Source: an optimization exercise on an open RTL-to-GDS flow (aim: small area, a short achievable clock period and few clock cycles per item). Production flows keep margins and buffers that such runs may drop.
Power is estimated from default activity; no workload was simulated.

build 56:
## ble_tx
module ble_tx (
    input  wire       clk,
    input  wire       rst,
    input  wire       start_valid,
    output wire       start_ready,
    input  wire [5:0] start_channel,
    input  wire [1:0] start_phy,
    input  wire [4:0] start_plen,
    input  wire       in_valid,
    output wire       in_ready,
    input  wire [7:0] in_data,
    output reg        out_valid,
    input  wire       out_ready,
    output reg  [7:0] out_data,
    output reg        out_last
);
Size in the first run: ~38 I/O pins.
export LEC_CHECK = 0
export CAP_MARGIN = 20
export CORE_MARGIN = 2
export CORE_UTILIZATION = 40
export CTS_BUF_LIST = sky130_fd_sc_hd__clkbuf_8
export CTS_CLUSTER_DIAMETER = 60
export CTS_CLUSTER_SIZE = 16
export PLACE_DENSITY = 0.6
export SETUP_SLACK_MARGIN = 2.7
export SLEW_MARGIN = 20
create_clock -name core_clock -period 5.0 [get_ports {clk}]
standard.sh (not shown) runs the stock make flow with config.mk's settings and CLKGATE_MAP_FILE= SYNTH_SCRIPT=/design/flow/synth_recipe.tcl, a recipe that flattens the netlist after the stock synthesis.
==> flow/flow/run.sh <==
#!/bin/bash
# The standard layout, with real buffers (not delay cells) on the ports.
set -euo pipefail
export BUFFER_PORTS_ARGS="-buffer_cell sky130_fd_sc_hd__buf_4"
bash standard.sh finish > layout.log 2>&1
Relative to build 56, the following input files were edited for build 98:
--- a/flow/config.mk
+++ b/flow/config.mk
@@ -10,5 +10,5 @@
 export CORE_UTILIZATION = 40
-export CTS_BUF_LIST = sky130_fd_sc_hd__clkbuf_8
-export CTS_CLUSTER_DIAMETER = 60
-export CTS_CLUSTER_SIZE = 16
+export CTS_BUF_LIST = sky130_fd_sc_hd__clkbuf_16
+export CTS_CLUSTER_DIAMETER = 100
+export CTS_CLUSTER_SIZE = 24
 export PLACE_DENSITY = 0.6
Notes after the runs:
- Build 98 vs. build 56: worst reg-to-reg setup slack picked up an extra 20 ps, sequential cell area share picked up an extra 0.35 points, clock power share fell 0.5 points, hold slack went up by 16 ps.
- From build 98 to build 56, number of flip-flops and latches did not move at all.
- Re overall routing resource usage: build 98 is 0.23 points down on build 56.
- Looking at number of vias per cell, build 98 sits 0.039 higher than build 56 does.
- Of build 56 and build 98, the run reporting the lower wire length of the first global-routing pass was build 98.
- Type of the setup path with the least slack = input pin to flip-flop: build 98; type of the setup path with the least slack = flip-flop to output pin: build 56
- Of the two values seen for timing startpoint of the critical path, in_rdy was produced by build 56 and in_valid by build 98.
- Re post-route standard cell area excluding fillers: build 56 and build 98 aren't equal, and the higher value belongs to build 56.
- Taking build 56 as the reference point, the diode insertion count for antenna repair of build 98 falls by 1.
Input-level comparison between build 89 and build 98:
==> flow/flow/run.sh <==
#!/bin/bash
# The standard layout, with real buffers (not delay cells) on the ports.
set -euo pipefail
export BUFFER_PORTS_ARGS="-buffer_cell sky130_fd_sc_hd__buf_2"
bash standard.sh finish > layout.log 2>&1
Results
- Status: wire length on met1 parity (build 89, build 98)
- In the metrics for build 89 and build 98, the one carrying the lower final net count is build 98.
- Diff build 89 and build 98: routed wire length lower in build 89
- The higher portion of total power attributed to the clock network of build 89 and build 98 is in build 89.
- Build 98 vs build 89, class of the most critical setup path: input pin to flip-flop vs flip-flop to flip-flop
- Per the comparison of build 89 with build 98, power held steady; post-route fraction of the period consumed by the critical path up 1.4 points; HPWL after detailed placement roughly the same.
No functional check of the RTL was part of any run of this note.

* * *

ble_tx, a different RTL version from the one above (not shown whole).
For scale: ~17000 µm² of cells after synthesis.
clock: 5.0 ns
lec_check: 0
cap_margin: 20
core_margin: 2
core_utilization: 40
cts_buf_list: sky130_fd_sc_hd__clkbuf_16
cts_cluster_diameter: 100
cts_cluster_size: 24
place_density: 0.6
setup_slack_margin: 2.7
slew_margin: 20
==> flow/flow/run.sh <==
#!/bin/bash
# The standard layout, with real buffers (not delay cells) on the ports.
set -euo pipefail
export BUFFER_PORTS_ARGS="-buffer_cell sky130_fd_sc_hd__buf_4"
bash standard.sh finish > layout.log 2>&1
Edit:
- SETUP_SLACK_MARGIN: 2.7 -> 2.5
The changed run completed without violations.
Routed wire length falls by about 4%.
Sequential share of layout area rose by 1.9 points.
Maximum frequency fell by 4.3%.
Area after synthesis stays the same.
Setup slack degrades by 0.11 ns.
Via count shrinks by about 2.8%.
Utilization came out lower by 1.5 points.
Final area decreases by about 3.2%.
Cell count shrinks by 2.2%.
Global-route usage went down by 0.93 points.
Synthesized cell count does not change.
Edit:
==> flow/run.sh (new file) <==
#!/bin/bash
# synth_recipe.tcl (not shown) runs the flow's synth.tcl, then flattens the netlist and writes it again
# the make line also repeats each setting of config.mk as NAME=value (left out here)
make -C /OpenROAD-flow-scripts/flow DESIGN_CONFIG=/design/flow/config.mk WORK_HOME=/design/flow/orfs CLKGATE_MAP_FILE= SYNTH_SCRIPT=/design/flow/synth_recipe.tcl finish
removed: flow/flow/run.sh
removed: flow/standard.sh
Result: Setup slack is worse by 0.024 ns. Critical path depth rose by 1. Total power goes up by a few percent. Cell count rose slightly. Cell area is higher slightly. Sequential power hardly moves. Clock skew decreases by 0.012 ns. Core utilization rose by 0.77 points. Count of clock-buffer cells in the layout came out higher by 1.
Edit:
==> flow/flow/run.sh (new file) <==
#!/bin/bash
# The standard layout, with real buffers (not delay cells) on the ports.
set -euo pipefail
export BUFFER_PORTS_ARGS="-buffer_cell sky130_fd_sc_hd__buf_4"
bash standard.sh finish > layout.log 2>&1
==> flow/standard.sh (new file) <==
#!/bin/bash
# synth_recipe.tcl (not shown) runs the flow's synth.tcl, then flattens the netlist and writes it again
# the make line also repeats each setting of config.mk as NAME=value (left out here)
make -C /OpenROAD-flow-scripts/flow DESIGN_CONFIG=/design/flow/config.mk WORK_HOME=/design/flow/orfs CLKGATE_MAP_FILE= SYNTH_SCRIPT=/design/flow/synth_recipe.tcl "${@:-finish}"
- SETUP_SLACK_MARGIN: 2.5 -> 2.9
removed: flow/run.sh
Synthesized area is unchanged.
Routed wire length grows by 8.3%.
Non-clock buffer count grows by 74.
Design area grows by 9.3%.
Sequential power shrinks by about 1%.
Utilization grows by 4.3 points.
Cell count grows by 4.1%.
Sequential share of layout area shrinks by 4.9 points.
Global-route usage grows by 0.67 points.
First-iteration DRC count grows by 10%.
Setup slack gets better by 0.087 ns.
Function was not checked in any run of this note: the RTL went through the layout flow alone.

==> static timing again, ports no longer ideal <==
How much do the figures lean on ideal ports? The routed layouts below were timed once more, with nothing changed but the port constraints. Step 1 (the two cells are an assumption about what drives the block):
set clk [get_ports {clk}]
set_driving_cell -lib_cell sky130_fd_sc_hd__clkbuf_16 $clk
set_driving_cell -lib_cell sky130_fd_sc_hd__buf_2 [delete_from_list [all_inputs] $clk]
Step 2 adds t to the input delays and takes it off the output delays; t is the mean of the earliest and latest rising clock arrival at the registers after step 1. Input paths then give back, and output paths get back, about the clock's delay inside the block. a / b / c = no drivers / after step 1 / after step 2; a / b = the first two.
run | t, ns | setup WS [ns] | worst setup path after step 2 | cell pins on the clock port's net
build 56 | 0.679 | 2.790 / 2.741 / 2.235 | input to register | 1
build 98 | 0.574 | 2.790 / 2.746 / 2.238 | input to register | 1
build 89 | 0.574 | 2.722 / 2.722 / 2.287 | input to register | 1
the first run of note 2 | 0.609 | 2.659 / 2.659 / 2.659 | register to register | 1
the second run of note 2 | 0.611 | 2.554 / 2.554 / 2.554 | register to register | 1
the third run of note 2 | 0.605 | 2.530 / 2.514 / 2.294 | input to register | 1
the fourth run of note 2 | 0.603 | 2.616 / 2.616 / 2.616 | register to register | 1
After both steps setup and hold are still met in every run listed. The setup slack of build 56, which loses most, moves by -0.049 ns with the drivers and by -0.555 ns with both steps.
